This design comes from an exercise in tuning for small area, a short achievable clock period and few clock cycles on the open sky130 flow, not from production work.
Function was checked by simulation only, so behaviour that the tests miss may differ from the original.
Power figures rest on the tool's default switching activity, not on a simulated workload.

run a:
// lt_core
module lt_core (
    input  wire         clk,
    input  wire         rst,           
    input  wire [31:0]  cal_scale,     
    input  wire [47:0]  cal_offset,    
    input  wire         cmd_valid,
    output wire         cmd_ready,
    input  wire [3:0]   cmd_op,
    input  wire [7:0]   cmd_len,
    input  wire [63:0]  cmd_now,
    input  wire         dat_valid,
    output wire         dat_ready,
    input  wire [7:0]   dat_byte,
    output wire         res_valid,
    input  wire         res_ready,
    output wire [2:0]   res_tag,
    output wire [2:0]   res_kind,
    output wire [7:0]   res_addr,
    output wire [7:0]   res_cmd,
    output wire [7:0]   res_len,
    output wire [7:0]   res_chk,
    output wire [127:0] res_payload,
    output wire [63:0]  res_value,
    output wire [15:0]  res_raw,
    output wire [7:0]   res_status,
    output wire [63:0]  res_seq,
    output wire [63:0]  res_info0,
    output wire [63:0]  res_info1
);
Size: about 4,800 cells after synthesis, ~910 flip-flops, ~620 I/O pins.
export LEC_CHECK = 0
export CAP_MARGIN = 20
export CORE_MARGIN = 2
export CORE_UTILIZATION = 40
export SLEW_MARGIN = 20
create_clock -name core_clock -period 11.0 [get_ports {clk}]
standard.sh (not shown) runs the stock make flow with config.mk's settings and CLKGATE_MAP_FILE= SYNTH_SCRIPT=/design/flow/synth_recipe.tcl, a recipe that flattens the netlist after the stock synthesis.
==> flow/flow/run.sh <==
#!/bin/bash
# The standard synthesis and layout (standard.sh), with timing repair
# aimed below the design's clock period, buf_2 port buffers, a denser
# floorplan and larger clock-tree sink clusters.  Each step's full log is
# under orfs/logs; make's output goes to synth.log and layout.log here.
set -euo pipefail
bash standard.sh synth > synth.log 2>&1
bash standard.sh \
    SETUP_SLACK_MARGIN=7.5 \
    CORE_UTILIZATION=65 PLACE_DENSITY=0.75 \
    "BUFFER_PORTS_ARGS=-buffer_cell sky130_fd_sc_hd__buf_2" \
    CTS_CLUSTER_SIZE=26 CTS_CLUSTER_DIAMETER=90 \
    finish > layout.log 2>&1
Testbench counts of run a, summed over its fixed seeds: cycles 20,349.
Inputs modified between run a and run b:
--- a/flow/design.v
+++ b/flow/design.v
@@ -62,17 +62,16 @@
     reg [63:0]  offk_q;                
     reg [7:0]   mem [0:23];
     reg [4:0]   head, rp, wp;
     reg [7:0]   rem, skip;
     reg [7:0]   rem2;                  
     reg         x_small2;
     reg         bq_v;
     reg [7:0]   b_q;
-    reg         bq_mk, bq_big, bq_zero, chk_eq;
     reg [4:0]   bpos;                  
     reg         fm_v;                  
     reg [4:0]   fm_pos;                
     reg [7:0]   len_q;
     reg         x_small, x_big, x_send, x_poll, x_reset;
     reg         cmd_ready_q, dat_ready_q;
     reg [2:0]   fs;
     reg [3:0]   pidx, plast;
@@ -238,23 +237,23 @@
             rem_n = rem_n - 8'd1;
             if (skip != 8'd0)
                 skip_n = skip - 8'd1;
             else
                 wp_n = inc(wp);
         end
         e_go = bq_v && !((r_valid || pend_v) && fs != F_SEEK) && !dec_wait;
         if (e_go) begin
-            if (fs != F_SEEK && bq_mk && !fm_v) begin
+            if (fs != F_SEEK && b_q == START_MARKER && !fm_v) begin
                 fm_v_n   = 1'b1;
                 fm_pos_n = bpos;
             end
             case (fs)
             F_SEEK: begin
-                if (bq_mk) begin
+                if (b_q == START_MARKER) begin
                     fs_n   = F_H1;
                     sum_n  = b_q;
                     fm_v_n = 1'b0;
                 end else begin
                     head_n = rp;
                 end
             end
             F_H1: begin
@@ -263,41 +262,41 @@
                 fs_n     = F_H2;
             end
             F_H2: begin
                 t_cmd_n = b_q;
                 sum_n   = sum + b_q;
                 fs_n    = F_H3;
             end
             F_H3: begin
-                if (bq_big) begin
+                if (b_q > MAX_PAYLOAD) begin
                     fail    = 1'b1;
                     load_e  = 1'b1;
                     tag_n   = TAG_ERR;
                     kind_n  = E_LENGTH;
                     info0_n = b_q;
                 end else begin
                     t_len_n = b_q;
                     sum_n   = sum + b_q;
                     plast_n = b_q[3:0] - 4'd1;
                     pidx_n  = 4'd0;
-                    fs_n    = bq_zero ? F_CHK : F_PAY;
+                    fs_n    = (b_q == 8'd0) ? F_CHK : F_PAY;
                 end
             end
             F_PAY: begin
                 t_payload_n[pidx*8 +: 8] = b_q;
                 sum_n  = sum + b_q;
                 pidx_n = pidx + 4'd1;
                 if (pidx == plast)
                     fs_n = F_CHK;
             end
             default: begin   
                 t_chk_n = b_q;
                 load_e  = 1'b1;
-                if (chk_eq) begin
+                if (sum == b_q) begin
                     fs_n   = F_SEEK;
                     head_n = rp;
                     if (is_rsp || is_sm3) begin
                         if (is_rsp) cstate_n = 1'b0;
                         inc_seq = 1'b1;
                         tag_n   = dec_fault ? TAG_ERR : (is_rsp ? TAG_RESP : TAG_MEAS);
                         kind_n  = dec_fault ? E_STATUS : 3'd0;
                     end else begin
@@ -314,17 +313,17 @@
             endcase
             if (fail) begin
                 fm_v_n = 1'b0;
                 if (fm_v) begin
                     head_n = fm_pos;
                     fs_n   = F_H1;
                     sum_n  = START_MARKER;
                     flush  = 1'b1;
-                end else if (bq_mk) begin
+                end else if (b_q == START_MARKER) begin
                     head_n = bpos;
                     fs_n   = F_H1;
                     sum_n  = START_MARKER;
                 end else begin
                     head_n = rp;
                     fs_n   = F_SEEK;
                 end
             end
@@ -450,20 +449,16 @@
         if (!(x_poll && !x_poll_go))
             for (g = 0; g < 8; g = g + 1) begin
                 tgt[g] <= cmd_now[8*g +: 8] >  dl[8*g +: 8];
                 teq[g] <= cmd_now[8*g +: 8] == dl[8*g +: 8];
             end
         if (!cstate_n && !x_send)
             {dl_t, dl_c, dl_lo} <= {cmd_now[63:10], {1'b0, cmd_now[9:0]} + REQ_TIMEOUT[10:0]};
         b_q       <= bq_n;
-        bq_mk     <= bq_n == START_MARKER;
-        bq_big    <= bq_n > MAX_PAYLOAD;
-        bq_zero   <= bq_n == 8'd0;
-        chk_eq    <= bq_n == sum_n;
         bc_age <= bc_age_n;
         if (e_go && fs == F_PAY && pidx == 4'd0)
             bc_early <= bq_load;
         if (bc_a || bc_b)
             for (g = 0; g < 8; g = g + 1) begin
                 bc_one[g] <= braw[2*g] ^ braw_m1[g];
                 bc_two[g] <= (braw[2*g+1] & ~braw[2*g] & ~braw_m1[g]) |
                              (~braw[2*g+1] & braw[2*g] & braw_m1[g]);
Findings:
- Run b: setup slack at placement lower than run a
- Changes observed in run b relative to run a: area fraction of clock buffers and clock inverters has remained practically unchanged; cell area power density went down by about 2.1%; post-synthesis adder-cell area fraction +0.31 points; mean post-synth cell area now larger.
Testbench counts of run b, summed over its fixed seeds: cycles 20,349.

afterwards: timing with drivers on the ports:
Ports are ideal in the flow. The routed layouts listed here were re-timed in OpenROAD. Step 1 assumes that a clkbuf_16 drives the clock port and a buf_2 every other input. Step 2 adds t to the input delays and takes it off the output delays; t is the mean of the earliest and latest rising clock arrival at the registers after step 1. Input paths then give back, and output paths get back, about the clock's delay inside the block. Three values: ideal, step 1, step 2; two values: the first two.
| run | shift t [ns] | slack for setup (ns) | slew at the worst register clock pin (ns) | worst data-port slew with drivers (ns) |
|---|---|---|---|---|
| run a | 0.709 | 7.358 / 7.358 / 6.811 | 0.11 / 0.11 | 0.11 |
| run b | 0.708 | 7.184 / 7.184 / 6.517 | 0.11 / 0.11 | 0.14 |
After both steps every run listed still meets setup and hold. The setup slack of run b, which loses most, moves by 0.000 ns with the drivers and by -0.667 ns with both steps.
